Context: an optimization exercise on an open-source flow, tuned for small area. The choices shown serve that exercise and are no tape-out recipe.
The RTL was checked by simulation tests, not by an equivalence proof against the original design.
Power and IR drop assume default switching activity.

## red
==> flow/design.v <==
module twpc_scan #(
    parameter NUM_SCAN = 32,
    parameter IDX_W    = 5
) (
    input  wire                clk,
    input  wire                rst,         
    input  wire [NUM_SCAN-1:0] scan_in,       
    input  wire                rep_clear,   
    output wire [NUM_SCAN-1:0] sc_drv,      
    output reg                 rep_valid,
    output reg  [IDX_W-1:0]    rep_line,
    output reg  [7:0]          rep_id
);
    localparam [3:0] PH_PULSE = 4'd0, PH_REL = 4'd1, PH_PROBE = 4'd2, PH_CHECK = 4'd11;
    reg [IDX_W-1:0] sc_idx;
    reg [3:0]       sc_ph;
    reg [7:0]       sc_val;     
    reg [2:0]       rot;        
    reg             sweep;      
    reg [7:0]       cached;     
    reg [7:0]       ring [0:3][0:7];
    wire s = scan_in[sc_idx];
    wire is_check = (sc_ph == PH_CHECK);
    wire report   = is_check && s && (sc_val != cached);
    wire advance  = is_check || (sc_ph == PH_PROBE && !s);
    genvar g;
    generate
        for (g = 0; g < NUM_SCAN; g = g + 1) begin : g_drv
            assign sc_drv[g] = (sc_ph == PH_REL) && (sc_idx == g);
        end
    endgenerate
    wire       wr_hit = (rep_line[2:0] == rot);
    wire [7:0] head [0:3];
    genvar r, e;
    generate
        for (r = 0; r < 4; r = r + 1) begin : g_ring
            assign head[r] = (sweep || (wr_hit && rep_line[4:3] == r)) ? rep_id : ring[r][0];
            always @(posedge clk) begin
                ring[r][7] <= head[r];
            end
            for (e = 0; e < 7; e = e + 1) begin : g_ent
                always @(posedge clk)
                    ring[r][e] <= ring[r][e + 1];
            end
        end
    endgenerate
    always @(posedge clk) begin
        sc_val <= {s, sc_val[7:1]};
        if (sc_idx[2:0] == rot)
            cached <= head[sc_idx[4:3]];
    end
    always @(posedge clk) begin
        if (rst) begin
            sc_idx    <= {IDX_W{1'b0}};
            sc_ph     <= PH_PULSE;
            rot       <= 3'd0;
            sweep     <= 1'b1;
            rep_valid <= 1'b0;
            rep_line  <= {IDX_W{1'b0}};
            rep_id    <= 8'd0;
        end else begin
            rot <= rot + 3'd1;
            if (rot == 3'd7)
                sweep <= 1'b0;
            if (rep_clear)
                rep_valid <= 1'b0;
            if (report) begin
                rep_valid <= 1'b1;
                rep_line  <= sc_idx;
                rep_id    <= sc_val;
            end
            if (advance) begin
                sc_idx <= sc_idx + 1'b1;
                sc_ph  <= PH_PULSE;
            end else begin
                sc_ph <= sc_ph + 4'd1;
            end
        end
    end
endmodule
Settings: LEC_CHECK=0, CAP_MARGIN=20, CORE_MARGIN=2, CORE_UTILIZATION=60, SLEW_MARGIN=20; clock period 5.0 ns.
standard.sh (not shown) runs the stock make flow with config.mk's settings and CLKGATE_MAP_FILE= SYNTH_SCRIPT=/design/flow/synth_recipe.tcl, a recipe that flattens the netlist after the stock synthesis.
==> flow/flow/run.sh <==
#!/bin/bash
# Standard layout, with the port buffers made of the smallest buffer cell and
# a clock tree without dummy loads. Each tool's output is logged under orfs/logs;
# make's own output goes to make_finish.log.
set -euo pipefail
CTS="-sink_clustering_enable -repair_clock_nets -sink_clustering_size 9 -sink_clustering_max_diameter 50 -buf_list sky130_fd_sc_hd__clkbuf_4 -dont_use_dummy_load"
bash standard.sh \
  "BUFFER_PORTS_ARGS=-buffer_cell sky130_fd_sc_hd__buf_1" \
  "CTS_ARGS=$CTS" \
  finish > make_finish.log 2>&1
red ran to completion and came out clean on the timing, design-rule and antenna checks.
Here is what was changed in the inputs of blue compared with red.
- changing CORE_UTILIZATION from 60 to 75
--- a/flow/flow/run.sh
+++ b/flow/flow/run.sh
@@ -5,3 +5,3 @@
 set -euo pipefail
-CTS="-sink_clustering_enable -repair_clock_nets -sink_clustering_size 9 -sink_clustering_max_diameter 50 -buf_list sky130_fd_sc_hd__clkbuf_4 -dont_use_dummy_load"
+CTS="-sink_clustering_enable -repair_clock_nets -sink_clustering_size 10 -sink_clustering_max_diameter 50 -buf_list sky130_fd_sc_hd__clkbuf_4 -dont_use_dummy_load"
 bash standard.sh \
Findings:
blue: PASS, flow complete, no timing, DRC or antenna violations. Comparing relative slew slack for red and blue, the bigger number came from red. Relative to red, fraction of final layout cells with drive strength greater than 1 has decreased by 0.52 points in blue. blue vs red — setup skew after layout rose 0.012 ns. Delta (blue minus red): total number of tap cells went down; minimum hold slack went up 0.016 ns. blue does worse than red on routed wire length. Ratio of routed vias to standard cells up 0.36 in blue wrt red. Total chip power for blue is lower than for red.
> inputs changed (blue -> green)
- setting CTS_BUF_LIST to sky130_fd_sc_hd__clkbuf_2 for the first time
- changing CORE_UTILIZATION from 75 to 60
==> flow/run.sh (new file) <==
#!/bin/bash
# synth_recipe.tcl (not shown) runs the flow's synth.tcl, then flattens the netlist and writes it again
# the make line also repeats each setting of config.mk as NAME=value (left out here)
make -C /OpenROAD-flow-scripts/flow DESIGN_CONFIG=/design/flow/config.mk WORK_HOME=/design/flow/orfs CLKGATE_MAP_FILE= SYNTH_SCRIPT=/design/flow/synth_recipe.tcl finish
removed: flow/flow/run.sh
removed: flow/standard.sh
### Flow results
Wire: green routes less than blue
Relative to blue, the reported net switching power measured on green has increased by more than 10%.
green finished every stage and its layout cleared the timing, design-rule and antenna checks.
From blue to green the numbers moved as follows: first-iteration DRC count moved down, final worst clock skew decreased 0.014 ns, fraction of standard cell area in multi-input logic fell 1.9 points, die area grew by about 24%, area of all placed cells without fillers rose by about 10%.
### green -> orange
- CORE_UTILIZATION: 60 -> 40
- CTS_BUF_LIST: sky130_fd_sc_hd__clkbuf_2 -> sky130_fd_sc_hd__clkbuf_4
- orange vs green: clock-pin slew of the registers on the worst-case setup and hold paths down
- Met2 layer wire length in the routed design: orange > green
- orange vs. green: via count higher; final period demand of the worst path lower; total power higher; non-clock buffer count higher.

---

RTL: the design.v shown in full above, as it stands there.
clock: 5.0 ns
lec_check: 0
cap_margin: 20
core_margin: 2
core_utilization: 60
slew_margin: 20
==> flow/flow/run.sh <==
#!/bin/bash
# Standard layout, with the port buffers made of the smallest buffer cell and
# a clock tree without dummy loads. Each tool's output is logged under orfs/logs;
# make's own output goes to make_finish.log.
set -euo pipefail
CTS="-sink_clustering_enable -repair_clock_nets -sink_clustering_size 18 -sink_clustering_max_diameter 60 -buf_list sky130_fd_sc_hd__clkbuf_8 -dont_use_dummy_load"
bash standard.sh \
  "BUFFER_PORTS_ARGS=-buffer_cell sky130_fd_sc_hd__buf_1" \
  "CTS_ARGS=$CTS" \
  finish > make_finish.log 2>&1
The baseline completed with no timing, DRC or antenna violations.
==> next run, changes <==
==> flow/run.sh (new file) <==
#!/bin/bash
# synth_recipe.tcl (not shown) runs the flow's synth.tcl, then flattens the netlist and writes it again
# the make line also repeats each setting of config.mk as NAME=value (left out here)
make -C /OpenROAD-flow-scripts/flow DESIGN_CONFIG=/design/flow/config.mk WORK_HOME=/design/flow/orfs CLKGATE_MAP_FILE= SYNTH_SCRIPT=/design/flow/synth_recipe.tcl finish
Settings changed: CORE_UTILIZATION 60 to 40.
removed: flow/flow/run.sh
removed: flow/standard.sh
- The new run finished with timing, DRC and antenna clean
- clock skew decreases by 0.061 ns
- final area increases by roughly a tenth
- sequential share of layout area decreases by 8.4 points
- setup slack degrades by 0.49 ns
- cell count increases by about a fifth
- non-clock buffer count is unchanged
- first-iteration DRC count increases by roughly a tenth
- wire length increases by roughly a tenth
- utilization decreases by 16 points
- fmax decreases by roughly a tenth
- total power increases by a quarter to a third

---

Setup of v10:
twpc_scan, a different RTL version from the one above (not shown whole).
Size: roughly 520 cells after synthesis, roughly 300 flip-flops, roughly 81 I/O pins, roughly 7400 µm² of cells after synthesis.
Settings: LEC_CHECK=0, CAP_MARGIN=20, CORE_MARGIN=2, CORE_UTILIZATION=75, PLACE_DENSITY=0.9, SLEW_MARGIN=20, SYNTH_HIERARCHICAL=1, SYNTH_MINIMUM_KEEP_SIZE=0; clock period 5.0 ns.
==> flow/flow/run.sh <==
#!/bin/bash
# The standard layout (standard.sh) with three changes:
#  - synthesis is synth_recipe.tcl unchanged except that its ABC pass maps with
#    flow/area.abc (area-recovering &nf mapping) instead of ORFS's speed script;
#  - the port buffers use the smallest buffer cell;
#  - the clock tree uses clkbuf_4 in small clusters, without dummy loads.
# make's output goes to make_finish.log; each tool's full log is under orfs/logs.
set -euo pipefail
W=$(pwd)
cat > "$W/area_synth.tcl" <<TCL
# synth_recipe.tcl with ABC's script replaced by $W/flow/area.abc
proc abc {args} {
  set i [lsearch -exact \$args -script]
  if { \$i >= 0 } { lset args [expr { \$i + 1 }] $W/flow/area.abc }
  puts "abc (area script): \$args"
  yosys abc {*}\$args
}
source $W/synth_recipe.tcl
TCL
CTS="-sink_clustering_enable -repair_clock_nets -sink_clustering_size 12 -sink_clustering_max_diameter 40 -buf_list sky130_fd_sc_hd__clkbuf_4 -dont_use_dummy_load"
bash standard.sh \
  "SYNTH_SCRIPT=$W/area_synth.tcl" \
  "BUFFER_PORTS_ARGS=-buffer_cell sky130_fd_sc_hd__buf_1" \
  "CTS_ARGS=$CTS" \
  finish > make_finish.log 2>&1
==> flow/flow/area.abc <==
&get -n
&st
&syn2
&dch
&nf -R 1000 -p
&put
Changes in v29 relative to v10:
- swapping 75 for 80 in CORE_UTILIZATION
- clearing PLACE_DENSITY, which used to be 0.9
diff --git a/flow/flow/run.sh b/flow/flow/run.sh
--- a/flow/flow/run.sh
+++ b/flow/flow/run.sh
@@ -19,3 +19,3 @@
 TCL
-CTS="-sink_clustering_enable -repair_clock_nets -sink_clustering_size 12 -sink_clustering_max_diameter 40 -buf_list sky130_fd_sc_hd__clkbuf_4 -dont_use_dummy_load"
+CTS="-sink_clustering_enable -repair_clock_nets -sink_clustering_size 10 -sink_clustering_max_diameter 40 -buf_list sky130_fd_sc_hd__clkbuf_4 -dont_use_dummy_load"
 bash standard.sh \
[summary]
- For the maximum single-stage delay on the critical path, v29 came in 0.05 ns higher than v10 did.
- The run showing the greater highest ir drop seen on vdd is v29.
- In v29 the data arrival time of the critical path turned out 0.19 ns higher than in v10.
- Taking v29 over v10, the global-route wire length before repair ratio works out to 1.3.
- In v29 the setup slack turned out 0.25 ns lower than in v10.
#### Input delta (v15 over v29)
- changing CORE_UTILIZATION from 80 to 70
- setting PLACE_DENSITY to 0.9 for the first time
diff --git a/flow/flow/run.sh b/flow/flow/run.sh
--- a/flow/flow/run.sh
+++ b/flow/flow/run.sh
@@ -19,3 +19,3 @@
 TCL
-CTS="-sink_clustering_enable -repair_clock_nets -sink_clustering_size 10 -sink_clustering_max_diameter 40 -buf_list sky130_fd_sc_hd__clkbuf_4 -dont_use_dummy_load"
+CTS="-sink_clustering_enable -repair_clock_nets -sink_clustering_size 12 -sink_clustering_max_diameter 35 -buf_list sky130_fd_sc_hd__clkbuf_4 -dont_use_dummy_load"
 bash standard.sh \
==> run notes <==
- Compared with v29, in v15 met1 wire length decreased about 11%, final weighted congestion in routability-driven placement increased 0.043, worst setup slack increased 0.32 ns.

---

Setup of raven:
Another version of the RTL of twpc_scan (not shown whole).
For scale: about 520 cells after synthesis, ~300 flip-flops.
==> flow/design.v (excerpt) <==
module twpc_scan #(
    parameter NUM_SCAN = 32,
    parameter IDX_W    = 5
) (
    input  wire                clk,
    input  wire                rst,         
    input  wire [NUM_SCAN-1:0] scan_in,       
    input  wire                rep_clear,   
    output wire [NUM_SCAN-1:0] sc_drv,      
    output reg                 rep_valid,
    output reg  [IDX_W-1:0]    rep_line,
    output reg  [7:0]          rep_id
);
    localparam [3:0] PH_PULSE = 4'b0000, PH_REL = 4'b0001, PH_PROBE = 4'b0011,
                     PH_CHECK = 4'b0101;
    reg [IDX_W-1:0] sc_idx;
    reg [3:0]       sc_ph;
    reg [7:0]       sc_val;     
    reg [2:0]       rot;        
    reg             sweep;      
    reg [7:0]       cached;     
    reg [7:0]       ring [0:3][0:7];
    wire s = scan_in[sc_idx];
    wire is_check = (sc_ph == PH_CHECK);
    wire report   = is_check && s && (sc_val != cached);
    wire advance  = is_check || (sc_ph == PH_PROBE && !s);
    genvar g;
    generate
        for (g = 0; g < NUM_SCAN; g = g + 1) begin : g_drv
            assign sc_drv[g] = (sc_ph == PH_REL) && (sc_idx == g);
        end
    endgenerate
    wire        wr_hit = (rep_line[2:0] == rot);
    wire [31:0] heads;
    genvar r, e;
    generate
        for (r = 0; r < 4; r = r + 1) begin : g_ring
            wire we = sweep || (wr_hit && rep_line[4:3] == r);
            twpc_ao22 #(.W(8)) u_head (
                .a(rep_id), .sa(we), .b(ring[r][0]), .sb(!we), .y(heads[8 * r +: 8])
            );
            always @(posedge clk) begin
                ring[r][7] <= heads[8 * r +: 8];
            end
            for (e = 0; e < 7; e = e + 1) begin : g_ent
                always @(posedge clk)
  ...
==> flow/config.mk <==
export PLATFORM = sky130hd
export DESIGN_NAME = twpc_scan
export DESIGN_NICKNAME = twpc_scan
export VERILOG_FILES = /design/flow/design.v
export SDC_FILE = /design/flow/constraint.sdc
export NUM_CORES = 4
export LEC_CHECK = 0
export CAP_MARGIN = 20
export CORE_MARGIN = 2
export CORE_UTILIZATION = 75
export SLEW_MARGIN = 20
export SYNTH_HIERARCHICAL = 1
export SYNTH_MINIMUM_KEEP_SIZE = 0
==> flow/constraint.sdc <==
create_clock -name core_clock -period 5.0 [get_ports {clk}]
set_input_delay 1.0000 -clock core_clock [delete_from_list [all_inputs] [get_ports {clk}]]
set_output_delay 1.0000 -clock core_clock [all_outputs]
set_load 0.01 [all_outputs]
==> flow/flow/run.sh <==
#!/bin/bash
# The standard layout (standard.sh) with three changes:
#  - synthesis is synth_recipe.tcl unchanged except that its ABC pass maps with
#    flow/area.abc (area-recovering &nf mapping) instead of ORFS's speed script;
#  - the port buffers use the smallest buffer cell;
#  - the clock tree uses clkbuf_4 in small clusters, without dummy loads.
# make's output goes to make_finish.log; each tool's full log is under orfs/logs.
set -euo pipefail
W=$(pwd)
cat > "$W/area_synth.tcl" <<TCL
# synth_recipe.tcl with ABC's script replaced by $W/flow/area.abc
proc abc {args} {
  set i [lsearch -exact \$args -script]
  if { \$i >= 0 } { lset args [expr { \$i + 1 }] $W/flow/area.abc }
  puts "abc (area script): \$args"
  yosys abc {*}\$args
}
source $W/synth_recipe.tcl
TCL
CTS="-sink_clustering_enable -repair_clock_nets -sink_clustering_size 10 -sink_clustering_max_diameter 50 -buf_list sky130_fd_sc_hd__clkbuf_4 -dont_use_dummy_load"
bash standard.sh \
  "SYNTH_SCRIPT=$W/area_synth.tcl" \
  "BUFFER_PORTS_ARGS=-buffer_cell sky130_fd_sc_hd__buf_1" \
  "CTS_ARGS=$CTS" \
  finish > make_finish.log 2>&1
Scripts as last shown in full above: flow/flow/area.abc
raven finished every stage and its layout cleared the timing, design-rule and antenna checks.
Inputs modified between raven and nickel:
- swapping 75 for 80 in CORE_UTILIZATION
diff --git a/flow/flow/run.sh b/flow/flow/run.sh
--- a/flow/flow/run.sh
+++ b/flow/flow/run.sh
@@ -20 +20 @@
-CTS="-sink_clustering_enable -repair_clock_nets -sink_clustering_size 10 -sink_clustering_max_diameter 50 -buf_list sky130_fd_sc_hd__clkbuf_4 -dont_use_dummy_load"
+CTS="-sink_clustering_enable -repair_clock_nets -sink_clustering_size 10 -sink_clustering_max_diameter 50 -buf_list {sky130_fd_sc_hd__clkbuf_2 sky130_fd_sc_hd__clkbuf_4 sky130_fd_sc_hd__clkbuf_8} -dont_use_dummy_load"
==> run notes <==
Diff raven -> nickel: worst slack at placement rose 0.011 ns; highest attainable clock frequency fell about 13%; chip width fell 3.1%; clock distribution area overhead in the final layout rose 2.6 points.
Between nickel and raven, it is nickel whose post-detailed-routing wire length is higher, by about 54%.
Looking at global-route total usage across every layer across raven and nickel, the one that comes out lower is raven.
The worst path setup slack after routing reported for nickel is smaller than that of raven by 0.50 ns.
Looking at launch point of the critical path, the sc_idx[1] result is from nickel; the sc_ph[2] one comes from raven.
#### Input delta (xenon over nickel)
diff --git a/flow/flow/run.sh b/flow/flow/run.sh
--- a/flow/flow/run.sh
+++ b/flow/flow/run.sh
@@ -20 +20 @@
-CTS="-sink_clustering_enable -repair_clock_nets -sink_clustering_size 10 -sink_clustering_max_diameter 50 -buf_list {sky130_fd_sc_hd__clkbuf_2 sky130_fd_sc_hd__clkbuf_4 sky130_fd_sc_hd__clkbuf_8} -dont_use_dummy_load"
+CTS="-sink_clustering_enable -repair_clock_nets -sink_clustering_size 20 -sink_clustering_max_diameter 45 -buf_list sky130_fd_sc_hd__clkbuf_8 -dont_use_dummy_load"
Findings:
- Both conditions hold for xenon: the flow ran to the end and the final layout passed the timing, design-rule and antenna checks.
- Delta (xenon minus nickel): share of the clock period used by the worst path after layout shows a reduction of 5.1 points, number of nets produced by synthesis did not really move, wire length saw a decrease, power moved down.
- Sort xenon and nickel by cell-internal power, ascending, and xenon comes first.
- nickel leaves less setup margin than xenon.
- Changes observed in xenon relative to nickel: wire length of the first global-routing pass shrank by 5100 um, area of all placed cells without fillers went down 220 um2.
- A cell at the slowest stage of the critical path of nor2_1 is what nickel shows, while o21bai_1 belongs to xenon.

afterwards: timing with drivers on the ports:
How much do the figures lean on ideal ports? The routed layouts below were timed once more, with nothing changed but the port constraints. Step 1 (the two cells are an assumption about what drives the block):
set clk [get_ports {clk}]
set_driving_cell -lib_cell sky130_fd_sc_hd__clkbuf_16 $clk
set_driving_cell -lib_cell sky130_fd_sc_hd__buf_2 [delete_from_list [all_inputs] $clk]
Step 2 moves the port delays by t, midway between the first and last clock arrival at a register: inputs arrive t later, outputs are due t later. That takes back most of the time a late clock gives input paths. Slacks: ideal / step 1 / step 2; pairs: ideal / step 1.
run | t, ns | setup WS [ns] | slew at the worst register clock pin (ns) | worst data-port slew with drivers (ns) | pins driven straight from the clock port
red | 0.605 | 1.574 / 1.542 / 1.986 | 0.10 / 0.10 | 0.04 | 1
blue | 0.584 | 1.570 / 1.537 / 1.899 | 0.11 / 0.11 | 0.04 | 1
green | 0.797 | 0.974 / 0.936 / 1.611 | 0.12 / 0.12 | 0.05 | 1
orange | 0.643 | 1.083 / 1.050 / 1.617 | 0.07 / 0.07 | 0.05 | 1
the first run of note 2 | 0.528 | 1.690 / 1.655 / 1.966 | 0.10 / 0.10 | 0.04 | 1
the second run of note 2 | 0.556 | 1.195 / 1.153 / 1.589 | 0.06 / 0.06 | 0.05 | 1
v10 | 0.641 | 1.658 / 1.658 / 1.658 | 0.12 / 0.12 | 0.04 | 1
v29 | 0.559 | 1.412 / 1.412 / 1.412 | 0.11 / 0.11 | 0.04 | 1
v15 | 0.613 | 1.737 / 1.737 / 1.737 | 0.12 / 0.12 | 0.04 | 1
raven | 0.568 | 1.736 / 1.711 / 1.836 | 0.10 / 0.10 | 0.06 | 1
nickel | 0.514 | 1.234 / 1.234 / 1.195 | 0.08 / 0.08 | 0.07 | 1
xenon | 0.532 | 1.490 / 1.490 / 1.490 | 0.11 / 0.11 | 0.04 | 1
After both steps setup and hold are still met in every run listed. The setup slack of nickel, which loses most, moves by 0.000 ns with the drivers and by -0.039 ns with both steps.
